This design comes from an exercise in tuning for a short achievable clock period and few clock cycles per item on the open sky130 flow, not from production work.
Function was checked by simulation only, so behaviour that the tests miss may differ from the original.

$ cat flow/run.sh
#!/bin/bash
# synth_recipe.tcl (not shown) runs the flow's synth.tcl, then flattens the netlist and writes it again
# the make line also repeats each setting of config.mk as NAME=value (left out here)
make -C /OpenROAD-flow-scripts/flow DESIGN_CONFIG=/design/flow/config.mk WORK_HOME=/design/flow/orfs CLKGATE_MAP_FILE= SYNTH_SCRIPT=/design/flow/synth_recipe.tcl finish
$ cat flow/config.mk
export PLATFORM = sky130hd
export DESIGN_NAME = fpe_codec
export DESIGN_NICKNAME = fpe_codec
export VERILOG_FILES = /design/flow/design.v
export SDC_FILE = /design/flow/constraint.sdc
export NUM_CORES = 4
export LEC_CHECK = 0
export CAP_MARGIN = 20
export CELL_PAD_IN_SITES_DETAIL_PLACEMENT = 1
export CELL_PAD_IN_SITES_GLOBAL_PLACEMENT = 2
export CORE_MARGIN = 2
export CORE_UTILIZATION = 35
export PLACE_DENSITY = 0.5
export SETUP_SLACK_MARGIN = 1.0
export SLEW_MARGIN = 20
$ cat flow/constraint.sdc
create_clock -name core_clock -period 12.5 [get_ports {clk}]
set_input_delay 2.5000 -clock core_clock [delete_from_list [all_inputs] [get_ports {clk}]]
set_output_delay 2.5000 -clock core_clock [all_outputs]
set_load 0.01 [all_outputs]
$ cat flow/design.v
module fpe_codec (
    input  wire        clk,
    input  wire        rst,         
    input  wire        start,
    input  wire        op,          
    input  wire [3:0]  width,       
    input  wire        order,       
    input  wire [1:0]  ovf,         
    input  wire [7:0]  offset,      
    input  wire [31:0] scale,
    input  wire [63:0] value,       
    input  wire [63:0] field_in,    
    output reg         done,
    output reg  [7:0]  fault,
    output reg  [63:0] raw,
    output reg  [63:0] dval,
    output reg  [63:0] field_out
);
    localparam integer RB = 4;                   
    localparam integer NS = 13;                  
    localparam integer MW = 32 + RB;             
    localparam integer NJ = (1 << RB) - 1;       
    localparam integer QW = 3 + NS * RB;         
    localparam integer K0 = 0;                   
    localparam integer KM = 1;                   
    localparam integer NM = 12;                  
    localparam integer KF = NS - K0 - KM * NM;   
    localparam integer KP = NS - KF;             
    localparam [7:0] F_NONE      = 8'h00;
    localparam [7:0] F_CFG_WIDTH = 8'h02;
    localparam [7:0] F_CFG_SCALE = 8'h03;
    localparam [7:0] F_CFG_OVF   = 8'h04;
    localparam [7:0] F_RANGE     = 8'h06;
    localparam [7:0] F_NOT_FIN   = 8'h07;
    localparam [7:0] F_OVERFLOW  = 8'h08;
    reg        busy;
    reg [3:0]  cnt;
    wire       accept = start && !busy;
    wire [8:0] end_ofs = {1'b0, offset} + {5'b0, width};
    reg  [7:0] chk_fault;
    always @(*) begin
        if (width == 4'd0 || width > 4'd8)         chk_fault = F_CFG_WIDTH;
        else if (scale == 32'd0)                   chk_fault = F_CFG_SCALE;
        else if (!op && ovf == 2'd3)               chk_fault = F_CFG_OVF;
        else if (end_ofs > 9'd256)                 chk_fault = F_RANGE;
        else if (!op && value[62:52] == 11'h7FF)   chk_fault = F_NOT_FIN;
        else                                       chk_fault = F_NONE;
    end
    wire        v_sub = (value[62:52] == 11'd0);
    wire [52:0] v_m   = {!v_sub, value[51:0]};
    wire signed [12:0] v_e = v_sub ? -13'sd1074 : $signed({2'b00, value[62:52]}) - 13'sd1075;
    wire [84:0] v_p   = v_m * scale;
    wire [12:0] v_f   = -v_e;                            
    wire [84:0] v_ge  = ~((85'd1 << v_f[6:0]) - 85'd1);   
    wire [63:0] v_mask = (width == 4'd8) ? {64{1'b1}} : ((64'd1 << {width[2:0], 3'b000}) - 64'd1);
    wire signed [13:0] v_e14 = {v_e[12], v_e};
    wire [85:0] v_ohw, v_ohi, v_ohz;
    wire [1:0]  v_lew, v_lei, v_lez;
    thr u_thw (.t($signed({6'd0, width, 3'b000}) - v_e14), .oh(v_ohw), .le(v_lew));
    thr u_thi (.t(14'sd1024 - v_e14),                      .oh(v_ohi), .le(v_lei));
    thr u_thz (.t(-v_e14),                                 .oh(v_ohz), .le(v_lez));
    reg [63:0] n_in;
    integer i;
    always @(*) begin
        n_in = 64'd0;
        for (i = 0; i < 8; i = i + 1) begin
            if (i < {28'd0, width}) begin
                if (!order) n_in[8*i +: 8] = field_in[8*i +: 8];
                else        n_in[8*i +: 8] = field_in[8*({28'd0, width}-1-i) +: 8];
            end
        end
    end
    reg  [7:0]  fb_nz;         
    reg  [23:0] fb_lz;         
    reg  [2:0]  n_ib;          
    reg  [2:0]  n_hb;          
    reg  [2:0]  n_lzb;
    reg  [63:0] n_bs;          
    reg         n_nz;
    reg  [5:0]  zn;
    integer fi, fk, fidx;
    always @(*) begin
        for (fi = 0; fi < 8; fi = fi + 1) begin
            fb_nz[fi] = (fi < {28'd0, width}) && (field_in[8*fi +: 8] != 8'd0);
            casez (field_in[8*fi +: 8])
                8'b1???????: fb_lz[3*fi +: 3] = 3'd0;
                8'b01??????: fb_lz[3*fi +: 3] = 3'd1;
                8'b001?????: fb_lz[3*fi +: 3] = 3'd2;
                8'b0001????: fb_lz[3*fi +: 3] = 3'd3;
                8'b00001???: fb_lz[3*fi +: 3] = 3'd4;
                8'b000001??: fb_lz[3*fi +: 3] = 3'd5;
                8'b0000001?: fb_lz[3*fi +: 3] = 3'd6;
                default:     fb_lz[3*fi +: 3] = 3'd7;
            endcase
        end
        n_nz = |fb_nz;
        n_ib = 3'd0;
        if (!order) begin
            for (fi = 0; fi < 8; fi = fi + 1)
                if (fb_nz[fi]) n_ib = fi[2:0];
        end else begin
            for (fi = 7; fi >= 0; fi = fi - 1)
                if (fb_nz[fi]) n_ib = fi[2:0];
        end
        n_hb  = order ? (width[2:0] - 3'd1 - n_ib) : n_ib;
        n_lzb = fb_lz[3*n_ib +: 3];
        for (fk = 0; fk < 8; fk = fk + 1) begin
            if (!order) fidx = n_ib + fk - 7;
            else        fidx = n_ib + 7 - fk;
            if ((!order && fidx >= 0) || (order && fidx <= width - 1))
                n_bs[8*fk +: 8] = field_in >> (8 * fidx);
            else
                n_bs[8*fk +: 8] = 8'd0;
        end
        zn = {~n_hb, 3'b000} + {3'b000, n_lzb};
    end
    wire [4:0]  zs;
    wire        s_nz;
    lzc #(.LG(5)) u_lzs (.x(scale), .z(zs), .v(s_nz));
    wire [63:0] nn = n_bs << n_lzb;        
    wire [31:0] sn = scale << zs;          
    wire        s_pow2 = ((scale & (scale - 32'd1)) == 32'd0);
    wire signed [7:0] d_exp = 8'sd32 - $signed({2'b00, zn}) + $signed({3'b000, zs});
    wire [MW*NJ-1:0] mul_in;
    genvar gj;
    generate
        for (gj = 1; gj <= NJ; gj = gj + 1) begin : g_mul
            assign mul_in[MW*gj-1 -: MW] = sn * gj;
        end
    endgenerate
    wire [31:0]   r_first;
    wire [RB-1:0] q_first;
    wire          rz_first;
    wire [MW*NJ-1:0] mul_f;
    generate
        for (gj = 1; gj <= NJ; gj = gj + 1) begin : g_mulf
            if (gj <= 7) begin : g_m
                wire [34:0] ms = scale * gj;
                assign mul_f[MW*gj-1 -: MW] = {{(MW-35){1'b0}}, ms} << zs;
            end else begin : g_z
                assign mul_f[MW*gj-1 -: MW] = {MW{1'b0}};
            end
        end
    endgenerate
    dstep #(.RB(RB), .NJ(7)) u_first (.t({{(RB-2){1'b0}}, nn[63:30]}), .m(mul_f),
                                      .r(r_first), .q(q_first), .rz(rz_first));
    wire [31:0] dv_first = {nn[29:0], 2'b00};
    wire [31:0]    r0_c [0:K0];
    wire [31:0]    dv0_c [0:K0];
    assign r0_c[0]  = r_first;
    assign dv0_c[0] = dv_first;
    generate
        genvar g0;
        for (g0 = 0; g0 < K0; g0 = g0 + 1) begin : g_k0
            wire [RB-1:0] qd;
            wire          rz;
            dstep #(.RB(RB), .NJ(NJ)) u_st (.t({r0_c[g0], dv0_c[g0][31 -: RB]}), .m(mul_in),
                                            .r(r0_c[g0+1]), .q(qd), .rz(rz));
            assign dv0_c[g0+1] = dv0_c[g0] << RB;
        end
    endgenerate
    reg        enc_r;
    reg  [7:0] cfg_r;
    reg [84:0] ep_r;
    reg signed [12:0] ee_r;
    reg  [6:0] ef_r;
    reg        el_r, elb_r, erb_r;
    reg [84:0] ege_r;
    reg [63:0] emask_r;
    reg  [85:0] ohw_r, ohi_r, ohz_r;    
    reg  [1:0]  lew_r, lei_r, lez_r;
    reg        es_r;
    reg  [3:0] ew_r;
    reg        eo_r;
    reg  [1:0] ev_r;
    reg [63:0] n_r;
    reg        nz_r;
    reg signed [7:0] dexp_r;
    reg [QW-1:0] dq_r;
    reg [31:0] dr_r;
    reg [31:0] dv_r;
    reg [MW*NJ-1:0] dm_r;
    wire [QW-1:0] q_acc;
    generate
        if (K0 == 0) begin : g_qa0
            assign q_acc = {{(QW-3){1'b0}}, q_first[2:0]};
        end else begin : g_qa
            wire [RB*K0-1:0] qs;
            genvar gq;
            for (gq = 0; gq < K0; gq = gq + 1) begin : g_qq
                assign qs[RB*(K0-1-gq) +: RB] = g_k0[gq].qd;
            end
            assign q_acc = {{(QW-3-RB*K0){1'b0}}, q_first[2:0], qs};
        end
    endgenerate
    wire [127:0] nn_ext = {nn, 64'd0};
    wire [QW-1:0] q_p2  = nn_ext[127 -: QW] >> (QW - 3 - RB*KP);
    wire [31:0]  r_p2   = {1'b0, nn_ext[124-RB*KP -: 31]};
    wire [31:0]  dv_p2  = nn_ext[93-RB*KP -: 32];
    wire [31:0]    rm_c [0:KM];
    wire [31:0]    dvm_c [0:KM];
    wire [RB*KM-1:0] qm;
    assign rm_c[0]  = dr_r;
    assign dvm_c[0] = dv_r;
    generate
        genvar gm;
        for (gm = 0; gm < KM; gm = gm + 1) begin : g_km
            wire [RB-1:0] qd;
            wire          rz;
            dstep #(.RB(RB), .NJ(NJ)) u_st (.t({rm_c[gm], dvm_c[gm][31 -: RB]}), .m(dm_r),
                                            .r(rm_c[gm+1]), .q(qd), .rz(rz));
            assign dvm_c[gm+1] = dvm_c[gm] << RB;
            assign qm[RB*(KM-1-gm) +: RB] = qd;
        end
    endgenerate
    always @(posedge clk) begin
        if (rst) begin
            busy <= 1'b0;
            done <= 1'b0;
            cnt  <= 4'd0;
        end else begin
            done <= 1'b0;
            if (!busy) begin
                if (start) begin
                    if (chk_fault != F_NONE || !op || !n_nz || s_pow2 || NM == 0) begin
                        done <= 1'b1;
                    end else begin
                        busy <= 1'b1;
                        cnt  <= 4'd0;
                    end
                end
            end else begin
                cnt <= cnt + 4'd1;
                if (cnt == NM - 1) begin
                    busy <= 1'b0;
                    done <= 1'b1;
                end
            end
        end
    end
    always @(posedge clk) begin
        if (accept) begin
            enc_r  <= !op;
            cfg_r  <= chk_fault;
            ep_r   <= v_p;
            ee_r   <= v_e;
            ef_r   <= v_f[6:0];
            el_r   <= !v_e[12];
            elb_r  <= (v_e >= 13'sd64);
            erb_r  <= (v_e <= -13'sd86);
            ege_r  <= v_ge;
            emask_r <= v_mask;
            ohw_r  <= v_ohw;  lew_r <= v_lew;
            ohi_r  <= v_ohi;  lei_r <= v_lei;
            ohz_r  <= v_ohz;  lez_r <= v_lez;
            es_r   <= value[63];
            ew_r   <= width;
            eo_r   <= order;
            ev_r   <= ovf;
            n_r    <= n_in;
            nz_r   <= n_nz;
            dexp_r <= d_exp;
            dm_r   <= mul_in;
            if (s_pow2) begin
                dq_r <= q_p2;
                dr_r <= r_p2;
                dv_r <= dv_p2;
            end else begin
                dq_r <= q_acc;
                dr_r <= r0_c[K0];
                dv_r <= dv0_c[K0];
            end
        end else if (busy) begin
            dq_r <= {dq_r[QW-1-RB*KM:0], qm};
            dr_r <= rm_c[KM];
            dv_r <= dvm_c[KM];
        end
    end
    wire [31:0]    rf_c [0:KF];
    wire [31:0]    dvf_c [0:KF];
    wire [QW-1:0]  qf_c [0:KF];
    wire [KF:0]    rz_c;
    assign rf_c[0]  = dr_r;
    assign dvf_c[0] = dv_r;
    assign qf_c[0]  = dq_r;
    assign rz_c[0]  = (dr_r == 32'd0);
    generate
        genvar gf;
        for (gf = 0; gf < KF; gf = gf + 1) begin : g_kf
            wire [RB-1:0] qd;
            dstep #(.RB(RB), .NJ(NJ)) u_st (.t({rf_c[gf], dvf_c[gf][31 -: RB]}), .m(dm_r),
                                            .r(rf_c[gf+1]), .q(qd), .rz(rz_c[gf+1]));
            assign dvf_c[gf+1] = dvf_c[gf] << RB;
            assign qf_c[gf+1]  = {qf_c[gf][QW-1-RB:0], qd};
        end
    endgenerate
    localparam integer HB = RB * KF;                  
    localparam integer P1 = QW - 53;
    localparam integer P0 = QW - 54;
    wire [QW-1:0] qf  = qf_c[KF];
    wire          rzf = rz_c[KF];
    wire          qtop = dq_r[QW-1-HB];                
    wire [QW-1-HB:0] qh     = dq_r[QW-1-HB:0];         
    wire [QW-HB:0]   qh_inc = {1'b0, qh} + 1'd1;
    reg         r_g, r_st, r_up, r_lcy;
    reg  [HB-P0:0] r_lo;                              
    reg  [53:0] r_sum;
    reg  signed [11:0] r_exp;
    reg  [63:0] d_val;
    always @(*) begin
        if (qtop) begin
            r_g   = qf[P1-1];
            r_st  = (|(qf[HB-1:0] & ((1 << (P1-1)) - 1))) | !rzf;
            r_lo  = {{(P1-P0+1){1'b0}}, qf[HB-1:P1]};
        end else begin
            r_g   = qf[P0-1];
            r_st  = (|(qf[HB-1:0] & ((1 << (P0-1)) - 1))) | !rzf;
            r_lo  = {1'b0, qf[HB-1:P0]};
        end
        r_up  = r_g && (r_st || r_lo[0]);
        r_lo  = r_lo + {{(HB-P0){1'b0}}, r_up};
        r_lcy = qtop ? r_lo[HB-P1] : r_lo[HB-P0];      
        if (qtop) r_sum = {(r_lcy ? qh_inc : {1'b0, qh}), r_lo[HB-P1-1:0]};
        else      r_sum = {(r_lcy ? qh_inc[QW-1-HB:0] : qh), r_lo[HB-P0-1:0]};
        r_exp = {{4{dexp_r[7]}}, dexp_r} + (qtop ? 12'sd1023 : 12'sd1022) + (r_sum[53] ? 12'sd1 : 12'sd0);
        d_val = nz_r ? {1'b0, r_exp[10:0], r_sum[53] ? 52'd0 : r_sum[51:0]} : 64'd0;
    end
    wire [85:0] hi;
    assign hi[85] = 1'b0;
    preor #(.N(85)) u_hi (.x(ep_r), .y(hi[84:0]));
    wire [32:0] dmask = {1'b0, hi[84:53]};
    wire        e_g   = |(ep_r[31:0] & dmask[31:0] & ~dmask[32:1]);
    wire        e_st  = |(ep_r[30:0] & dmask[31:1]);
    wire        e_lsb = |(ep_r[32:1] & ~dmask[32:1] & dmask[31:0]);
    wire        e_up  = e_g && (e_st || e_lsb);
    wire [32:1] e_unit = ~dmask[32:1] & dmask[31:0];
    wire [84:0] e_kept = ep_r & ~{52'd0, dmask};
    wire [84:0] e_unit85 = {52'd0, e_unit, 1'b0};    
    wire        e_all1 = &(ep_r | {52'd0, dmask} | ~hi[84:0]);
    wire        e_cy   = e_up && e_all1;
    wire        e_pnz = hi[0];
    wire        e_w0 = lew_r[0] | (|(hi[85:0] & ohw_r));
    wire        e_w1 = lew_r[1] | (|(hi[84:0] & ohw_r[85:1]));
    wire        e_i0 = lei_r[0] | (|(hi[85:0] & ohi_r));
    wire        e_i1 = lei_r[1] | (|(hi[84:0] & ohi_r[85:1]));
    wire        e_z0 = lez_r[0] | (|(hi[85:0] & ohz_r));
    wire        e_z1 = lez_r[1] | (|(hi[84:0] & ohz_r[85:1]));
    wire        e_inf = e_pnz && (e_cy ? e_i1 : e_i0);
    wire        e_nz  = e_pnz && (e_cy ? e_z1 : e_z0);
    wire        e_inr = !e_pnz || !(e_cy ? e_w1 : e_w0);
    wire [63:0] e_mask = emask_r;
    wire [6:0]  e_nsh = ef_r;                         
    wire        e_left = el_r;
    wire        e_lbig = elb_r;
    wire        e_rbig = erb_r;
    wire [84:0] e_ge   = ege_r;
    reg  [63:0] e_ps, e_pu;
    reg         e_frc;     
    always @(*) begin
        e_frc = 1'b0;
        if (e_left) begin
            e_ps = e_lbig ? 64'd0 : (e_kept[63:0] << ee_r[5:0]);
            e_pu = e_lbig ? 64'd0 : (e_unit85[63:0] << ee_r[5:0]);
        end else if (e_rbig) begin
            e_ps = 64'd0;
            e_pu = 64'd0;
        end else begin
            e_ps = e_kept >> e_nsh[6:0];
            e_pu = e_unit85 >> e_nsh[6:0];
            e_frc = (|(e_unit85 & ~e_ge)) && (&(ep_r | {52'd0, dmask} | e_ge));
        end
    end
    wire [63:0] e_incv = e_pu | {63'd0, e_frc};
    wire [63:0] e_tlo_u  = e_ps + e_incv;
    wire [63:0] e_tneg_u = ~e_ps + ~e_incv + 64'd2;
    wire [63:0] e_tneg_d = ~e_ps + 64'd1;
    wire [63:0] e_tlo  = e_up ? e_tlo_u : e_ps;
    wire [63:0] e_tneg = e_up ? e_tneg_u : e_tneg_d;
    reg  [63:0] e_n;
    reg         e_fault;
    always @(*) begin
        e_n     = 64'd0;
        e_fault = 1'b0;
        if (e_inf) begin
            if (ev_r == 2'd2) e_n = es_r ? 64'd0 : e_mask;
            else              e_fault = 1'b1;
        end else if (!es_r) begin
            if (e_inr)              e_n = e_tlo;
            else if (ev_r == 2'd0)  e_fault = 1'b1;
            else if (ev_r == 2'd1)  e_n = e_tlo & e_mask;
            else                    e_n = e_mask;
        end else if (e_nz) begin
            if (ev_r == 2'd0)       e_fault = 1'b1;
            else if (ev_r == 2'd1)  e_n = e_tneg & e_mask;
            else                    e_n = 64'd0;
        end
    end
    reg [63:0] e_field;
    integer k;
    always @(*) begin
        e_field = 64'd0;
        for (k = 0; k < 8; k = k + 1) begin
            if (k < {28'd0, ew_r}) begin
                if (!eo_r) e_field[8*k +: 8] = e_n[8*k +: 8];
                else       e_field[8*({28'd0, ew_r}-1-k) +: 8] = e_n[8*k +: 8];
            end
        end
    end
    always @(*) begin
        if (cfg_r != F_NONE)          fault = cfg_r;
        else if (enc_r && e_fault)    fault = F_OVERFLOW;
        else                          fault = F_NONE;
        raw       = enc_r ? e_n : n_r;
        dval      = d_val;
        field_out = e_field;
    end
endmodule
module lzc #(parameter LG = 6) (
    input  wire [(1<<LG)-1:0] x,
    output wire [LG-1:0]      z,
    output wire               v
);
    generate
        if (LG == 1) begin : g_leaf
            assign v = x[1] | x[0];
            assign z = !x[1];
        end else begin : g_node
            wire [LG-2:0] zh, zl;
            wire          vh, vl;
            lzc #(.LG(LG-1)) u_h (.x(x[(1<<LG)-1:(1<<(LG-1))]), .z(zh), .v(vh));
            lzc #(.LG(LG-1)) u_l (.x(x[(1<<(LG-1))-1:0]), .z(zl), .v(vl));
            assign v = vh | vl;
            assign z = vh ? {1'b0, zh} : {1'b1, zl};
        end
    endgenerate
endmodule
module dstep #(parameter RB = 6, parameter NJ = 63) (
    input  wire [31+RB:0]              t,
    input  wire [(32+RB)*((1<<RB)-1)-1:0] m,
    output reg  [31:0]                 r,
    output reg  [RB-1:0]               q,
    output wire                        rz         
);
    localparam integer W = 32 + RB;
    wire [NJ+1:1] ge;
    wire [32*(NJ+1)-1:0] df;
    assign ge[NJ+1] = 1'b0;
    assign df[31:0] = t[31:0];
    genvar j;
    generate
        for (j = 1; j <= NJ; j = j + 1) begin : g_j
            wire [W:0] d = {1'b0, t} - {1'b0, m[W*j-1 -: W]};
            assign ge[j] = !d[W];
            assign df[32*j +: 32] = d[31:0];
        end
    endgenerate
    wire [NJ:0] eq;
    assign eq[0] = (t == {W{1'b0}});
    generate
        for (j = 1; j <= NJ; j = j + 1) begin : g_eq
            assign eq[j] = (t == m[W*j-1 -: W]);
        end
    endgenerate
    assign rz = |eq;
    localparam integer NL = (NJ >= 32) ? 6 : (NJ >= 16) ? 5 : (NJ >= 8) ? 4 : (NJ >= 4) ? 3 : 2;
    localparam integer NC = 1 << NL;
    localparam integer VW = 32 + RB;            
    wire [NC:1] gx;
    assign gx[NC:1] = {{(NC-NJ){1'b0}}, ge[NJ:1]};
    wire [VW*NC-1:0] lv0;
    generate
        for (j = 0; j < NC; j = j + 1) begin : g_leaf
            if (j <= NJ) begin : g_v
                wire [RB-1:0] jj = j;
                assign lv0[VW*j +: VW] = {jj, df[32*j +: 32]};
            end else begin : g_z
                assign lv0[VW*j +: VW] = {VW{1'b0}};
            end
        end
    endgenerate
    genvar l, n;
    generate
        for (l = 1; l <= NL; l = l + 1) begin : g_lv
            wire [VW*(NC>>l)-1:0] v;
            for (n = 0; n < (NC >> l); n = n + 1) begin : g_n
                if (l == 1) begin : g_a
                    assign v[VW*n +: VW] = gx[n*2 + 1] ? lv0[VW*(2*n+1) +: VW] : lv0[VW*(2*n) +: VW];
                end else begin : g_b
                    assign v[VW*n +: VW] = gx[n*(1<<l) + (1<<(l-1))] ? g_lv[l-1].v[VW*(2*n+1) +: VW]
                                                                    : g_lv[l-1].v[VW*(2*n) +: VW];
                end
            end
        end
    endgenerate
    always @(*) begin
        r = g_lv[NL].v[31:0];
        q = g_lv[NL].v[VW-1:32];
    end
endmodule
module preor #(parameter N = 85) (
    input  wire [N-1:0] x,
    output wire [N-1:0] y
);
    localparam integer L = 7;       
    wire [N-1:0] lv [0:L];
    assign lv[0] = x;
    genvar l;
    generate
        for (l = 0; l < L; l = l + 1) begin : g_l
            assign lv[l+1] = lv[l] | (lv[l] >> (1 << l));
        end
    endgenerate
    assign y = lv[L];
endmodule
module thr (
    input  wire signed [13:0] t,
    output wire [85:0]        oh,
    output wire [1:0]         le
);
    wire in = (t >= 14'sd1) && (t <= 14'sd85);
    assign oh = in ? (86'd1 << t[6:0]) : 86'd0;
    assign le = {(t <= 14'sd1), (t <= 14'sd0)};
endmodule
==> flow_metrics.tcl <==
set metrics [dict create \
    cts_tree "built" \
    grt-ovfl-total 0 \
    cts-hold-fix-buffers 0 \
    max_slew_margin 0.0922 \
    ff2ff_path_depth 20 \
    timing.critical_path.buf_inv 18 \
    synth-seq-cells 931 \
    wl_per_cell_um 33.5 \
    rows 282 \
    setup.worst_path.end_class "output pin" \
    final-setup-viol-count 0 \
    finalInstanceArea_um2 244000 \
    instances_no_fill 36000 \
    crit_reg_reg_startpoint "dm_r[505]" \
    post-route-drc-count 0 \
    dr.pass1.iters 9 \
    synthFlopType "sky130_fd_sc_hd__edfxtp_1" \
    syn_area_um2 208000 \
    clk_root_buffer_cell "sky130_fd_sc_hd__clkbuf_16" \
    finish.net_count 31800 \
    die-width_um 774 \
    finalWorstPathRequiredPeriod_ps 12310 \
    timing.critical_path.max_delay_family "compound AO/OA/AOI/OAI gates" \
    global_route_wire_length_before_repair_um 1690000 \
    placed_cells_incl_taps 35600 \
    status "no timing/DRC/antenna violations" \
    hold_viol 0 \
    synth-edff-count 925 \
    initialDrtViolationCount 22300 \
    crit_slowest_cell "sky130_fd_sc_hd__or4_4" \
    portion_of_synthesized_cell_area_occupied_by_the_leading_cell_type 0.167 \
    layout.cells.most_common_list "sky130_fd_sc_hd__nand2_1, sky130_fd_sc_hd__inv_1, sky130_fd_sc_hd__buf_4, sky130_fd_sc_hd__nor2_1, sky130_fd_sc_hd__ha_1" \
    report.final.slew_viol_count 0 \
    rsz_0062_raised_after_global_routing "true" \
    post_drt_via_cell_ratio 6.12 \
    min_to "cnt[3]" \
    synth_area_leaders "sky130_fd_sc_hd__fa_1, sky130_fd_sc_hd__edfxtp_1, sky130_fd_sc_hd__ha_1" \
    tightest_slew_ps 1350 \
    area_delta_synth_final_pct 17.6 \
    hold_depth 2 \
    setup.reg_to_reg.worst_slack_ps 4540 \
    start_util 0.352 \
    maximum_number_of_pins_on_one_net_before_global_route_repair 159 \
    coreArea_um2 590000 \
    synth.yosys.seq_area_share 0.134 \
    clock-sinks 931 \
    fmaxAchievable_ghz 0.0812 \
    crit_fanout 5 \
    die_height_um 774 \
    vias_in_the_first_global_route 224000 \
    critPathMostFrequentCell "sky130_fd_sc_hd__buf_6" \
    post_dp_cell_area_um2 235000 \
    place.detailed.hpwl_um 986000 \
    rr_endpoint "dr_r[31]" \
    ant_nets 0 \
    worst_skew_pair.late_latency_ps 1030 \
    clock_tree.buffer_depth 4 \
    drv.max_cap_violation_count 0 \
    layout_commonest_cell "sky130_fd_sc_hd__nand2_1" \
    hold_ws_ps 484 \
    min-delay-path-class "register to register" \
    skew_ps 105 \
    finalCritPeriodShare 0.985 \
    critical_path.startpoint_type "register" \
    cts_htree_levels 3 \
    post_synth_inst_count 26600 \
    cts_made_buffers 124 \
    worst-setup-path-type "register to output pin" \
    synth.lib_cells_used.distinct 120 \
    avgSynthCellArea_um2 7.82 \
    synth.yosys.warnings 6 \
    grt_use_total 0.387 \
    worst-endpoint-required_ps 10000 \
    synth_top_cell_by_area "sky130_fd_sc_hd__fa_1" \
    portBuffers 374 \
    io-pin-count 380 \
    clk_pin_slew_worst_paths_ps 60 \
    timing.critical_path.slowest_cell_delay_ps 520 \
    die_outline_area_um2 599000 \
    asyncSetResetFlopFracSynth 0 \
    routed_wirelength_um 1210000 \
    fraction_of_final_layout_cells_with_drive_strength_greater_than_1 0.142 \
    cp.arrival_ps 9810 \
    place.gp.congestion 1.06 \
    timing.hold.worst.start "cnt[3]" \
    antenna_found_initial 90 \
    routed-via-count 221000 \
]
[final cells by class]
cell class / count / area, um^2
fill: 71000 / 346000
multi-input combinational: 21400 / 168000
sequential: 931 / 27900
timing repair buffer: 2857 / 24000
inverter: 2738 / 10300
tap: 7810 / 9770
clock buffer: 149 / 3200
clock inverter: 67 / 654
antenna: 38 / 95.1
[worst min-delay path, stage by stage, from the launching register on]
cell and delay (ps):
sky130_fd_sc_hd__dfxtp_1 320, sky130_fd_sc_hd__nand3_1 70, sky130_fd_sc_hd__a21oi_1 50
[stage by stage]
step | setup slack [ps] | TNS (ps) | util
5_1_grt | -12.6 | -12.6 | 0.413
2_1_floorplan | 745 | 0 | -
4_1_cts | 409 | 0 | 0.408
3_3_place_gp | -1000 | -53630 | 0.397
3_5_place_dp | -911 | -51340 | 0.397
6_report | 187 | 0 | 0.414
[timing repair]
action | 4_1_cts | 5_1_grt
resized for setup | 710 | 528
endpoints found under the setup margin | 224 | 270
pin swaps | 153 | 145
gates cloned | 4 | 7
setup buffers | 106 | 93
[worst max-delay path by stage]
stage                      start       endpoint  slack, ps  depth (start not counted)
global route            ep_r[73]  field_out[39]        -10                         49
finish                  ep_r[69]  field_out[39]        190                         50
global placement        ep_r[81]   field_out[7]      -1000                         41
detailed placement      ep_r[81]  field_out[19]       -910                         41
floorplan           field_in[13]        dr_r[5]        740                         53
CTS                     ep_r[83]        raw[63]        410                         46
[sequential cells by signal (all words and copies together) (netlist names), 6 cells and up]
name,cells
n_r,64
ohi_r,86
ohw_r,86
emask_r,15
ee_r,6
dq_r,51
ef_r,6
ohz_r,86
dv_r,30
dm_r,263
ep_r,85
ege_r,85
dr_r,32
dexp_r,8
[logic make-up (layout without fill, tap and decap cells)]
family	Yosys count	in the layout	synth area share
adder cells (fa/ha/maj)	3522	3522	0.275
XOR/XNOR	1175	1175	0.0496
AO/OA/AOI/OAI	6647	6647	0.210
buffers and inverters	4233	5811	0.0771
flip-flops	931	931	0.134
multiplexers	943	943	0.0518
other	1	75	0.0000181
AND/OR/NAND/NOR	9105	9105	0.202
[metal layers]
metal,global-route usage,vias to the layer above,part of all wire,wire (um)
li1,-,96100,-,-
met1,0.509,113000,0.42,508000
met2,0.606,9174,0.44,529000
met3,0.0797,2235,0.083,99600
met4,0.184,40,0.058,70500
met5,0.00279,-,0.00043,517
[synth_stat cells, types with 203 or more instances]
library cell               number
sky130_fd_sc_hd__xnor2_1      759
sky130_fd_sc_hd__nand2_1     3447
sky130_fd_sc_hd__mux2i_1      683
sky130_fd_sc_hd__o21a_1       267
sky130_fd_sc_hd__ha_1        1793
sky130_fd_sc_hd__edfxtp_1     925
sky130_fd_sc_hd__nand4_1      264
sky130_fd_sc_hd__o21ai_0     1341
sky130_fd_sc_hd__a31oi_1      220
sky130_fd_sc_hd__nor2_1      2233
sky130_fd_sc_hd__nand3_1      580
sky130_fd_sc_hd__a21o_1       486
sky130_fd_sc_hd__clkbuf_1    1224
sky130_fd_sc_hd__fa_1        1729
sky130_fd_sc_hd__nand2b_1     258
sky130_fd_sc_hd__nor3_1       681
sky130_fd_sc_hd__xor2_1       415
sky130_fd_sc_hd__o211ai_1     262
sky130_fd_sc_hd__buf_1        203
sky130_fd_sc_hd__nor2b_1      223
sky130_fd_sc_hd__o22ai_1      252
sky130_fd_sc_hd__a21oi_1     1734
sky130_fd_sc_hd__a211oi_1     343
sky130_fd_sc_hd__inv_1       2717
sky130_fd_sc_hd__and2_1       449
Testbench counts, summed over its fixed seeds: cycles 13,356, ops 2,400.

## what the ideal ports hide
Ports are ideal in the flow. The routed layout listed here was re-timed in OpenROAD.
Step 1 (the two cells are an assumption about what drives the block):
set clk [get_ports {clk}]
set_driving_cell -lib_cell sky130_fd_sc_hd__clkbuf_16 $clk
set_driving_cell -lib_cell sky130_fd_sc_hd__buf_2 [delete_from_list [all_inputs] $clk]
Step 2 adds t to the input delays and takes it off the output delays; t is the mean of the earliest and latest rising clock arrival at the registers after step 1. Input paths then give back, and output paths get back, about the clock's delay inside the block.
Slacks: ideal / step 1 / step 2; pairs: ideal / step 1.
t (ns): 1.079
setup WS [ns]: 0.187 / 0.061 / -0.243
hold WS [ns]: 0.484 / 0.484 / 0.484
clock arrival spread, ns: 0.154 / 0.154
cell pins on the clock port's net: 1
With both steps, setup timing fails in this run, where it was met with ideal ports. For this run, drivers alone change the setup slack by -0.126 ns; drivers and shift together by -0.430 ns.
